Context: an optimization exercise on an open-source flow, tuned for small area. The choices shown serve that exercise and are no tape-out recipe.
Function was checked by simulation only, so behaviour that the tests miss may differ from the original.
Power is estimated from default activity; no workload was simulated.

[flow/constraint.sdc]
create_clock -name core_clock -period 22.0 [get_ports {clk}]
set_input_delay 4.4000 -clock core_clock [delete_from_list [all_inputs] [get_ports {clk}]]
set_output_delay 4.4000 -clock core_clock [all_outputs]
set_load 0.01 [all_outputs]
[flow/design.v]
module stepper_sequencer (
    input  wire        clk,
    input  wire        rst,           
    input  wire        cmd_valid,
    output wire        cmd_ready,
    input  wire [47:0] cmd,
    output wire        rsp_valid,
    output wire [39:0] rsp,
    output reg         ser_latch,
    output reg         ser_data,
    output reg         ser_clk,
    output wire [7:0]  duty_a1,
    output wire [7:0]  duty_b1,
    output wire [7:0]  duty_a2,
    output wire [7:0]  duty_b2,
    output wire        delay_req,
    output wire [31:0] delay_ms,
    input  wire        delay_ack
);
    localparam [2:0] S_IDLE = 3'd0;
    localparam [2:0] S_DIV  = 3'd1;    
    localparam [2:0] S_LOAD = 3'd2;    
    localparam [2:0] S_LOOP = 3'd3;    
    localparam [2:0] S_TX   = 3'd4;    
    localparam [2:0] S_RESP = 3'd5;
    localparam [2:0] S_P1   = 3'd6;    
    localparam [2:0] S_P3   = 3'd7;    
    localparam [2:0] O_NEW  = 3'd1;
    localparam [2:0] O_SET  = 3'd2;
    localparam [2:0] O_ONE  = 3'd3;
    localparam [2:0] O_STEP = 3'd4;
    localparam [2:0] O_REL  = 3'd5;
    localparam [2:0] O_LW   = 3'd6;
    localparam [25:0] SIXTY_MILLION = 26'd60000000;
    localparam [10:0] THOUSAND      = 11'd1000;
    reg [2:0]  st;
    reg [2:0]  op;
    reg [2:0]  rc;       
    reg        ps;       
    reg        dirb;     
    reg [1:0]  sty;      
    reg [31:0] imm;
    reg [3:0]  mcnt;     
    reg [4:0]  cnt;      
    reg [4:0]  ph;       
    reg        run;      
    reg        lp;       
    reg        fp;       
    reg [26:0] sc;       
    reg        prev;     
    reg        cy;       
    reg        sub;      
    reg        bw;       
    reg        mdone;    
    reg        lw0, lw1, lw2, lw3, lw4, lw5, lw6, lw7;
    wire [7:0] lw = {lw7, lw6, lw5, lw4, lw3, lw2, lw1, lw0};
    reg        valid0, valid1;
    reg        nz0, nz1;
    reg [25:0] sq0, sq1;
    reg [25:0] us0, us1;
    reg [9:0]  rem0, rem1;
    reg        ovr;      
    reg [5:0]  pos0, pos1;
    reg [7:0]  da1, db1, da2, db2;
    wire [3:0] c_op   = cmd[47:44];
    wire [2:0] c_port = cmd[43:41];
    wire [2:0] c_dir  = cmd[40:38];
    wire [2:0] c_sty  = cmd[37:35];
    wire [2:0] c_rsv  = cmd[34:32];
    wire       z_hi   = ~|cmd[31:16];
    wire       z_imm  = z_hi & ~|cmd[15:0];
    wire       z_dsr  = ~|cmd[40:32];
    reg c_legal;
    always @(*) begin
        case (c_op)
            4'd1, 4'd2: c_legal = z_dsr;
            4'd3:       c_legal = (c_rsv == 3'd0) && z_imm;
            4'd4:       c_legal = (c_rsv == 3'd0);
            4'd5:       c_legal = z_dsr && z_imm;
            4'd6:       c_legal = (c_port == 3'd0) && z_dsr && z_hi;
            default:    c_legal = 1'b0;
        endcase
    end
    wire c_port_ok = (c_port == 3'd1) || (c_port == 3'd2);
    wire c_ps      = c_port[1];
    wire c_valid   = c_ps ? valid1 : valid0;
    wire c_nz      = c_ps ? nz1 : nz0;
    wire c_dir_ok  = (c_dir == 3'd1) || (c_dir == 3'd2);
    wire c_sty_ok  = c_sty[2] ? (c_sty[1:0] == 2'd0) : (c_sty[1:0] != 2'd0);
    wire c_motion  = (c_op == 4'd3) || (c_op == 4'd4);
    reg [2:0] c_rc;
    always @(*) begin
        if (!c_legal)                          c_rc = 3'd1;
        else if (c_op == 4'd6)                 c_rc = 3'd0;
        else if (!c_port_ok)                   c_rc = 3'd2;
        else if (c_op != 4'd1 && !c_valid)     c_rc = 3'd3;
        else if (c_motion && !c_dir_ok)        c_rc = 3'd4;
        else if (c_motion && !c_sty_ok)        c_rc = 3'd5;
        else if (c_op == 4'd2 && (!c_nz || z_imm)) c_rc = 3'd6;
        else                                   c_rc = 3'd0;
    end
    wire [5:0] curpos = ps ? pos1 : pos0;
    wire       remtap = ps ? rem1[0] : rem0[0];
    wire       micro  = (sty == 2'd0);
    wire       new_op = (op == O_NEW);
    wire s_div  = (st == S_DIV);
    wire s_load = (st == S_LOAD);
    wire first  = (cnt == 5'd0);
    wire c_le10 = ~cnt[4] & (~cnt[3] | (~cnt[2] & ~(cnt[1] & cnt[0])));    
    wire loop_act = lp | (cnt == 5'd0);
    wire s_cor  = (st == S_LOOP) & loop_act & run & c_le10;    
    wire m1k    = s_load | s_cor;                     
    wire a_end  = (cnt == 5'd10);                     
    wire p_end  = (cnt == 5'd26);                     
    wire sqtap  = ps ? sq1[0] : sq0[0];
    wire ustap  = ps ? us1[0] : us0[0];
    wire k60    = SIXTY_MILLION[ph];
    wire dbit   = s_load ? ustap : (new_op ? k60 : sqtap);
    wire c_le9  = c_le10 & ~(cnt[3] & cnt[1]);                              
    wire radd   = (st == S_TX) & (op == O_STEP) & c_le10;
    wire rsub   = (st == S_LOOP) & loop_act & ovr & c_le10;
    wire remop  = radd | rsub;
    wire kbit   = THOUSAND[cnt[3:0]];
    wire ring0  = m1k ? sc[16] : sc[0];               
    wire a_bit  = remop ? (remtap & c_le9) : s_cor ? sc[16] : (first ? dbit : (prev & ~fp));
    wire dv_bit = m1k ? kbit : imm[0];
    wire b_bit  = radd ? sc[16] : rsub ? ~kbit : s_cor ? (dv_bit & ~sub) : (dv_bit ^ sub);
    wire c_in   = first ? (rsub | (sub & ~s_cor & ~radd)) : cy;
    wire s_bit  = a_bit ^ b_bit ^ c_in;
    wire c_out  = (a_bit & b_bit) | (a_bit & c_in) | (b_bit & c_in);
    wire q_bit  = ~s_bit & (m1k | ~(imm[0] | (|imm[31:27])));
    reg [4:0] ld_k;
    reg [4:0] ld_c;
    always @(*) begin
        case (sty)
            2'd3:    begin ld_k = 5'd1; ld_c = 5'd3;  end
            2'd0:    begin ld_k = 5'd4; ld_c = 5'd18; end
            default: begin ld_k = 5'd0; ld_c = 5'd30; end
        endcase
    end
    wire       odd = curpos[3];
    wire       d1  = micro;
    wire       d8  = (sty == 2'd1 && odd) || (sty == 2'd2 && !odd) || (sty == 2'd3);
    wire       d16 = (sty == 2'd1 && !odd) || (sty == 2'd2 && odd);
    wire [5:0] delta = {1'b0, d16, d8, 2'b00, d1};
    wire [5:0] np = curpos + (delta ^ {6{dirb}}) + {5'd0, dirb};
    function [3:0] phase8;    
        input [2:0] k;
        begin
            case (k)
                3'd0: phase8 = 4'b0001;
                3'd1: phase8 = 4'b0011;
                3'd2: phase8 = 4'b0010;
                3'd3: phase8 = 4'b0110;
                3'd4: phase8 = 4'b0100;
                3'd5: phase8 = 4'b1100;
                3'd6: phase8 = 4'b1000;
                default: phase8 = 4'b1001;
            endcase
        end
    endfunction
    wire [3:0] set = (op == O_REL) ? 4'b0000 : phase8({np[5:4], micro | np[3]});
    wire [7:0] en_bits = ps ? {set[2], set[3], set[0], 4'b0000, set[1]}
                            : {3'b000, set[3], set[2], set[0], set[1], 1'b0};
    wire [7:0] pmask   = ps ? 8'hE1 : 8'h1E;
    wire [7:0] l_m     = rst ? 8'hFF : (op == O_LW) ? imm[15:8] : pmask;
    wire [7:0] l_v     = rst ? 8'h00 : (op == O_LW) ? imm[7:0]  : en_bits;
    function [7:0] curve;
        input [4:0] i;
        begin
            case (i)
                5'd0:  curve = 8'd0;
                5'd1:  curve = 8'd25;
                5'd2:  curve = 8'd50;
                5'd3:  curve = 8'd74;
                5'd4:  curve = 8'd98;
                5'd5:  curve = 8'd120;
                5'd6:  curve = 8'd141;
                5'd7:  curve = 8'd162;
                5'd8:  curve = 8'd180;
                5'd9:  curve = 8'd197;
                5'd10: curve = 8'd212;
                5'd11: curve = 8'd225;
                5'd12: curve = 8'd236;
                5'd13: curve = 8'd244;
                5'd14: curve = 8'd250;
                5'd15: curve = 8'd253;
                default: curve = 8'd255;
            endcase
        end
    endfunction
    wire       pwa  = (st == S_TX) & (cnt == 5'd27);
    wire       pwb  = (st == S_TX) & (cnt == 5'd28);
    wire       flip = curpos[4] ^ pwa;
    wire [4:0] cidx = flip ? (5'd16 - {1'b0, curpos[3:0]}) : {1'b0, curpos[3:0]};
    wire [7:0] dval = (rst || op == O_REL) ? 8'd0 : curve(cidx);
    wire ovr_c  = ~first & ovr;
    wire ovr_n  = kbit ? (s_bit & ovr_c) : (s_bit | ovr_c);
    wire mz     = (mcnt == 4'd0);
    wire i_dec  = ~micro | mz;           
    wire b_cur  = first ? i_dec : bw;
    wire n_zero = b_cur & ~imm[0];       
    wire main_more = ~mdone & ~n_zero;
    wire home   = (curpos == 6'd0) || (curpos == 6'd16);
    reg [1:0] tx_act;    
    reg       tx_val;
    always @(*) begin
        tx_act = 2'd3;
        tx_val = 1'b0;
        case (cnt)
            5'd0:  begin tx_act = 2'd0; tx_val = 1'b0; end
            5'd1:  begin tx_act = 2'd1; tx_val = 1'b0; end
            5'd26: begin tx_act = 2'd0; tx_val = 1'b1; end
            5'd2, 5'd5, 5'd8, 5'd11, 5'd14, 5'd17, 5'd20, 5'd23:
                   begin tx_act = 2'd2; tx_val = 1'b0; end
            5'd4, 5'd7, 5'd10, 5'd13, 5'd16, 5'd19, 5'd22, 5'd25:
                   begin tx_act = 2'd2; tx_val = 1'b1; end
            5'd3:  begin tx_act = 2'd1; tx_val = lw[7]; end
            5'd6:  begin tx_act = 2'd1; tx_val = lw[6]; end
            5'd9:  begin tx_act = 2'd1; tx_val = lw[5]; end
            5'd12: begin tx_act = 2'd1; tx_val = lw[4]; end
            5'd15: begin tx_act = 2'd1; tx_val = lw[3]; end
            5'd18: begin tx_act = 2'd1; tx_val = lw[2]; end
            5'd21: begin tx_act = 2'd1; tx_val = lw[1]; end
            5'd24: begin tx_act = 2'd1; tx_val = lw[0]; end
            default: begin tx_act = 2'd3; tx_val = 1'b0; end
        endcase
    end
    wire   acc_go    = cmd_valid & (ph == 5'd0);
    assign cmd_ready = (st == S_IDLE) & (ph == 5'd0);
    assign rsp_valid = (st == S_RESP);
    assign delay_req = (st == S_P1) || (st == S_P3);
    wire [15:0] ms = {sc[0], sc[1], sc[2], sc[3], sc[4], sc[5], sc[6], sc[7],
                      sc[8], sc[9], sc[10], sc[11], sc[12], sc[13], sc[14], sc[15]};
    assign delay_ms  = (st == S_P3) ? 32'd1 : {16'd0, ms};
    wire [1:0] r_status = (rc == 3'd0) ? 2'd0 : (rc == 3'd6) ? 2'd2 : 2'd1;
    wire [2:0] r_cause  = (rc == 3'd6) ? 3'd1 : rc;
    wire       r_pos    = (op == O_ONE) && (rc == 3'd0);
    assign rsp = {r_status, r_cause, 29'd0, r_pos ? curpos : 6'd0};
    assign duty_a1 = da1;
    assign duty_b1 = db1;
    assign duty_a2 = da2;
    assign duty_b2 = db2;
    always @(posedge clk) begin
        if (rst) begin
            st        <= S_IDLE;
        end else begin
            case (st)
                S_IDLE: if (acc_go) begin
                    if (c_rc != 3'd0)
                        st <= S_RESP;
                    else case (c_op)
                        4'd1, 4'd2: st <= S_DIV;
                        4'd4:       st <= S_LOAD;
                        default:    st <= S_TX;
                    endcase
                end
                S_DIV: if (p_end && ph == 5'd0) st <= S_RESP;
                S_LOAD: if (p_end && ph == ld_k) st <= S_LOOP;
                S_LOOP: if (lp && cnt == 5'd31) begin
                    if (main_more || (micro && !home)) st <= S_TX;
                    else st <= S_RESP;
                end
                S_TX: begin
                    if (cnt == 5'd26 && op == O_LW) st <= S_RESP;
                    if (cnt == 5'd28) st <= (op == O_STEP) ? S_P1 : S_RESP;
                end
                S_P1: if (delay_ack) st <= ovr ? S_P3 : S_LOOP;
                S_P3: if (delay_ack) st <= S_LOOP;
                default: st <= S_IDLE;    
            endcase
        end
    end
    wire s_tx  = (st == S_TX);
    wire lw_en = rst | (s_tx & first);
    wire pv   = ~rst & tx_val;
    always @(posedge clk) begin
        if (lw_en & l_m[0]) lw0 <= l_v[0];
        if (lw_en & l_m[1]) lw1 <= l_v[1];
        if (lw_en & l_m[2]) lw2 <= l_v[2];
        if (lw_en & l_m[3]) lw3 <= l_v[3];
        if (lw_en & l_m[4]) lw4 <= l_v[4];
        if (lw_en & l_m[5]) lw5 <= l_v[5];
        if (lw_en & l_m[6]) lw6 <= l_v[6];
        if (lw_en & l_m[7]) lw7 <= l_v[7];
        if (rst | (s_tx & (tx_act == 2'd0))) ser_latch <= pv;
        if (rst | (s_tx & (tx_act == 2'd1))) ser_data  <= pv;
        if (rst | (s_tx & (tx_act == 2'd2))) ser_clk   <= pv;
        if (rst | (pwa & ~ps)) da1 <= dval;
        if (rst | (pwa &  ps)) da2 <= dval;
        if (rst | (pwb & ~ps)) db1 <= dval;
        if (rst | (pwb &  ps)) db2 <= dval;
        if (rst | (s_div & new_op & ~ps)) valid0 <= ~rst;
        if (rst | (s_div & new_op &  ps)) valid1 <= ~rst;
    end
    wire acc_ok = (st == S_IDLE) && acc_go && (c_rc == 3'd0);
    wire sq_w   = s_div & new_op & p_end;
    wire us_w   = s_div & (new_op | p_end);
    wire rem_en = s_div | (remop & c_le9);
    wire rem_in = ~s_div & s_bit;
    wire pos_en = (s_div && new_op) || ((st == S_TX) && first && (op == O_ONE || op == O_STEP));
    wire [5:0] pos_d = s_div ? 6'd0 : np;
    wire nz_en  = acc_ok && (c_op == 4'd1);
    wire us_bit = ~new_op & q_bit;
    wire sc_hi_en = s_div | (s_load & c_le10) | s_cor | radd;
    wire sc_lo_en = s_div | (s_load & a_end);
    wire bdec = (st == S_LOOP) & loop_act & b_cur;
    wire [31:0] imm_rot = {s_div ? imm[27] : (imm[0] ^ bdec), imm[31:28],
                           s_div ? imm[0] : imm[27], imm[26:1]};
    always @(posedge clk) begin
        ph  <= (rst | (ph == 5'd0)) ? 5'd25 : ph - 5'd1;
        sq0 <= {(sq_w & ~ps) ? q_bit : sq0[0], sq0[25:1]};
        sq1 <= {(sq_w &  ps) ? q_bit : sq1[0], sq1[25:1]};
        us0 <= {(us_w & ~ps) ? us_bit : us0[0], us0[25:1]};
        us1 <= {(us_w &  ps) ? us_bit : us1[0], us1[25:1]};
    end
    always @(posedge clk) begin
        if (s_div | s_load)
            cnt <= ~p_end ? cnt + 5'd1 : (s_load & (ph == ld_k)) ? ld_c : 5'd0;
        else if ((st == S_IDLE) || (st == S_RESP))
            cnt <= 5'd0;
        else
            cnt <= cnt + 5'd1;
        lp <= (st == S_LOOP) & loop_act & (cnt != 5'd31);
        if (st == S_IDLE) begin
            run <= 1'b0;
            fp  <= 1'b1;
        end else if (s_div | s_load) begin
            if (s_load) run <= 1'b1;
            if (p_end) fp <= 1'b0;
        end else if ((st == S_LOOP) & loop_act & a_end)
            run <= 1'b0;
        prev <= ring0;
        cy   <= c_out;
        if ((s_div & p_end) | (s_load & a_end))
            sub <= ~s_bit;
        else if (st == S_IDLE)
            sub <= 1'b1;
        if (sc_hi_en) sc[26:16] <= {radd ? sc[16] : s_bit, sc[26:17]};
        if (st == S_IDLE)
            ovr <= 1'b0;
        else if (radd)
            ovr <= ovr_n;
        else if (rsub & (cnt == 5'd10))
            ovr <= 1'b0;
        if (sc_lo_en) sc[15:0]  <= {s_div ? sc[16] : q_bit, sc[15:1]};
        imm <= (st == S_IDLE) ? cmd[31:0] : imm_rot;
        bw <= b_cur & ~imm[0];
        if (st == S_IDLE) begin
            op    <= c_op[2:0];
            rc    <= c_rc;
            ps    <= c_ps;
            dirb  <= c_dir[1];
            sty   <= c_sty[1:0];
            mcnt  <= 4'd0;
            mdone <= 1'b0;
        end else if (st == S_LOOP && lp && cnt == 5'd31) begin
            if (micro && main_more) mcnt <= mcnt - 4'd1;
            if (!main_more) mdone <= 1'b1;
        end
        if (nz_en) begin
            if (c_ps) nz1 <= ~z_imm; else nz0 <= ~z_imm;
        end
        if (rem_en) begin
            if (ps) rem1 <= {rem_in, rem1[9:1]}; else rem0 <= {rem_in, rem0[9:1]};
        end
        if (pos_en) begin
            if (ps) pos1 <= pos_d; else pos0 <= pos_d;
        end
    end
endmodule
[flow/config.mk]
export PLATFORM = sky130hd
export DESIGN_NAME = stepper_sequencer
export DESIGN_NICKNAME = stepper_sequencer
export VERILOG_FILES = /design/flow/design.v
export SDC_FILE = /design/flow/constraint.sdc
export NUM_CORES = 4
export LEC_CHECK = 0
export CAP_MARGIN = 20
export CORE_MARGIN = 2
export CORE_UTILIZATION = 65
export PLACE_DENSITY = 0.75
export SLEW_MARGIN = 20
[flow/standard.sh]
#!/bin/bash
# synth_recipe.tcl (not shown) runs the flow's synth.tcl, then flattens the netlist and writes it again
# the make line also repeats each setting of config.mk as NAME=value (left out here)
make -C /OpenROAD-flow-scripts/flow DESIGN_CONFIG=/design/flow/config.mk WORK_HOME=/design/flow/orfs CLKGATE_MAP_FILE= SYNTH_SCRIPT=/design/flow/synth_recipe.tcl "${@:-finish}"
[flow/flow/area.abc]
strash
&get -n
&deepsyn -J 200
&put
dch -f
amap -m
topo
[flow/flow/run.sh]
#!/bin/bash
# Own layout flow: the standard ORFS flow, with
#  - synthesis by the standard flow's own script (synth_recipe.tcl, unchanged), except that
#    ABC maps the logic with an area-oriented script (flow/area.abc); ABC runs
#    after the flip-flops are mapped, so the registers are those of the
#    standard synthesis; the adder cells are left to ABC too (no ADDER_MAP_FILE),
#  - port buffers of the smallest buffer cell (every port still gets its buffer),
#  - one tie cell per constant instead of one per constant load,
#  - a clock tree without dummy loads, built from clkbuf_8 clusters of at most 14 sinks.
# The full make output goes to run_make.log in the work folder; ORFS's own
# per-step logs stay under orfs/logs.
set -euo pipefail
W=$(pwd)
{
  cat <<EOF
proc abc {args} {
  set i [lsearch -exact \$args -script]
  if { \$i >= 0 } { lset args [expr {\$i + 1}] $W/flow/area.abc }
  yosys abc {*}\$args
}
EOF
  cat "$W/synth_recipe.tcl"
} > "$W/own_synth.tcl"
CTS="-sink_clustering_enable -repair_clock_nets -dont_use_dummy_load -buf_list sky130_fd_sc_hd__clkbuf_8 -sink_clustering_size 14 -sink_clustering_max_diameter 60"
bash standard.sh \
  "SYNTH_SCRIPT=$W/own_synth.tcl" \
  "BUFFER_PORTS_ARGS=-buffer_cell sky130_fd_sc_hd__buf_1" \
  "CTS_ARGS=$CTS" \
  SKIP_REPAIR_TIE_FANOUT=1 \
  ADDER_MAP_FILE= \
  finish > run_make.log 2>&1
==> impl_metrics.toml <==
[setup_path]
r2r_setup_slack_ns = 15.94
worst_path_largest_cell_delay_ns = 0.84
start_kind = "register"
cp.required_ns = 17.60
r2r-start = "ps"
worstSetupPathType = "register to output pin"
critPathTopFamily = "buffers and inverters"
startpoint = "ps"
endpoint = "rsp[0]"
critPathBufInv = 2
cp.depth = 4
endpoint_kind = "output pin"
path_cells = "clkinv_1 -> o22ai_1 -> nor2_1 -> buf_1"
cp_max_fo = 19
crit_slowest_cell = "edfxtp_1"
reg2regPathDepth = 18
reg2reg_to = "lw2"
critPathArrivalTime_ns = 3.29

[synthesis]
synth_ff_type = "dfxtp_1"
yosys-top-cells-count = "161 x dfxtp_1, 140 x nor2_1, 117 x edfxtp_1"
synth.most_common_cell = "dfxtp_1"
syn-num-nets = 913
syn_area_um2 = 9881
yosys_warnings = 1
avgSynthCellArea_um2 = 11.48
ys_seq_area_frac = 0.6818
synthDominantCellAreaShare = 0.3556
synth_async_sr_flop_share = 0
syn-instance-count = 861
ys_types = 42
ys_seq_elements = 278
synth_top_cell_by_area = "edfxtp_1"
synth.area.top_cells = "edfxtp_1 36%, dfxtp_1 33%, nor2_1 5.3%, buf_4 3.4%, clkinv_1 2.8%"
synth_edf_count = 117

[cells_and_area]
layout-drive-gt1-share = 0.03423
num-nets-final = 1018
area_delta_synth_final_pct = 7.521
antennaDiodeCount = 0

[timing]
tightest_slew_ns = 1.020
rsz0062_at_grt = "no"
hold_violations = 0
maxSlewViolCount = 0
period_minus_slack_ns = 7.686
relSlewSlack = 0.3115
skew_ns = 0.03644
tns_ns = 0
setup_violations = 0
max_freq_mhz = 130.1
period_share = 0.3494

[placed_design]
gp_congestion = 1.004
dp_hpwl_um = 15120
port_buffers = 116

[detailed_routing]
vias_per_cell = 5.906
dr.pass1.iters = 5
dr_total_vias = 6804
drc = 0
drt-initial-drc-count = 502
routedWlPerCell_um = 18.11
drt-total-wl_um = 20860
postRouteAntennaNets = 0

[clocking]
postCtsSetupBuffers = 0
tritoncts = "built"
holdBufCountCts = 0
cts_buffer_depth = 3
htree_num_levels = 1
cts_sinks = 278
cts_resized = 0
insertion_delay_ns = 0.55
path_clk_slew_ns = 0.08
cts_root_buf = "clkbuf_8"
cts_buffers = 23

[global_route]
grtUsageTotal = 0.2563
antenna_found_initial = 0
grt_overflow = 0
grt_pass1_wl_um = 32790
grt_pass1_vias = 6537
grt_max_degree = 46

[power]
p_leak_nw = 3.623
finalPower_w = 0.0008459
ir_worst_vdd_v = 0.00006752
p_per_area_nw_per_um2 = 79.62

[run]
max_cap_violations = 0

[min_path]
hp-class = "register to register"

[floorplanning]
die_h_um = 127.3
die_width_um = 127.3
start_util = 0.6573
ioPinCount = 162
dieArea_um2 = 16200
std_cell_rows = 45
core_area_um2 = 15030

[status]
outcome = "no timing/DRC/antenna violations"
## state kept, by name, summed over array words and instances, names as in the netlist, 2 cells and up
register	cells
cnt	5
da1	8
da2	8
db1	8
db2	8
imm	32
mcnt	4
op	3
ph	5
pos0	6
pos1	6
rc	3
rem0	10
rem1	10
sc	27
sq0	26
sq1	26
st	3
sty	2
us0	26
us1	26
## worst min path at each step
stage                        from  cells after the start      end  slack, ns
after floorplan            sq0[1]                      0   sq0[0]       0.31
final                     sq1[18]                      0  sq1[17]       0.33
after global routing      sq1[18]                      0  sq1[17]       0.33
after global placement    us0[13]                      0  us0[12]       0.31
after CTS                  us0[1]                      0   us0[0]       0.33
after detailed placement  sq0[25]                      0  sq0[24]       0.31
## metal layers
layer | track usage | part of all wire | vias up
li1 | - | - | 3257
met1 | 0.3455 | 0.43 | 3188
met5 | 0 | 0 | -
met3 | 0.03643 | 0.071 | 54
met2 | 0.4335 | 0.47 | 305
met4 | 0.08468 | 0.028 | 0
## through the flow
stage	hold slack, ns	area [um^2]	instances	worst slack (ns)	util
floorplan	0.3096	9881	861	13.80	-
global route	0.3317	10620	1152	14.15	0.7067
detailed placement	0.3121	10280	1128	14.11	0.6837
CTS	0.3272	10600	1151	14.30	0.7048
finish	0.3272	10620	1152	14.31	0.7067
global placement	0.3121	10270	1127	14.18	0.6834
## cells by family after synthesis
logic type / share of synthesized area
AO/OA/AOI/OAI: 0.1338
other: 0.0003795
buffers and inverters: 0.06192
flip-flops: 0.6818
AND/OR/NAND/NOR: 0.1221
## power by group
group	internal, W	total (W)	switching [W]
logic	0.0000159	0.0000506	0.0000347
clock network	0.0000935	0.000240	0.000147
registers	0.000549	0.000555	0.00000628
## area by class of cell
class                   count  area (um^2)
flip-flops and latches    278         6736
fillers                  1074         4409
well taps                 188        235.2
clock buffers              23        316.6
inverters                  73        274.0
multi-input cells         465         2541
repair buffers            125        520.5
## cells in the final DEF (no fill, tap or decap), types with 3 or more instances in the layout
cell type	Yosys	layout
clkbuf_8	0	23
a211oi_1	7	7
nand2b_1	4	4
o21ai_0	36	32
nor3_1	27	27
o21ai_1	0	4
edfxtp_1	117	117
dfxtp_1	161	161
o221ai_1	4	4
nand2_1	30	30
a22oi_1	3	3
a21oi_1	42	42
nor4_1	4	4
nor2b_1	16	16
o211ai_1	3	3
a31oi_1	9	9
o22ai_1	25	25
o32ai_1	5	5
nand4_1	3	3
or3_1	8	8
a221oi_1	3	3
clkinv_1	73	73
nor2_1	140	139
or4_1	12	12
o21a_1	18	18
buf_4	45	7
nand3_1	10	10
or2_0	6	6
buf_1	0	116
o31ai_1	7	7
o22a_1	24	24
## worst reg2reg max path, cell delays in order, from the launching register on
cell	delay, ns
edfxtp_1	0.84
clkinv_1	0.78
o22ai_1	0.84
clkinv_1	0.49
nor2_1	0.28
a21oi_1	0.11
nor2_1	0.17
clkinv_1	0.10
nor2_1	0.11
nor2_1	0.08
a311oi_1	0.30
clkinv_1	0.15
nor2_1	0.18
nor2_1	0.06
a21oi_1	0.57
nor2_1	0.08
a21oi_1	0.35
or2_0	0.22
o22ai_1	0.10

separate check: timing with driven ports:
Ports are ideal in the flow. The routed layout listed here was re-timed in OpenROAD.
Step 1 sets driving cells, clkbuf_16 on the clock port and buf_2 on the other inputs (assumed; they add their load-dependent delay and slew).
Step 2 times the ports against the registers' clock, not the clock port: input delays grow and output delays shrink by t, the midpoint of the rising clock arrivals with the driver on.
Slacks: ideal / step 1 / step 2; pairs: ideal / step 1.
t (ns): 0.566
setup slack, ns: 14.314 / 14.277 / 14.023
hold WS [ns]: 0.327 / 0.327 / 0.327
worst data-port slew with drivers (ns): 0.04
After both steps this run still meets setup and hold. The setup slack of this run moves by -0.037 ns with the drivers and by -0.291 ns with both steps.
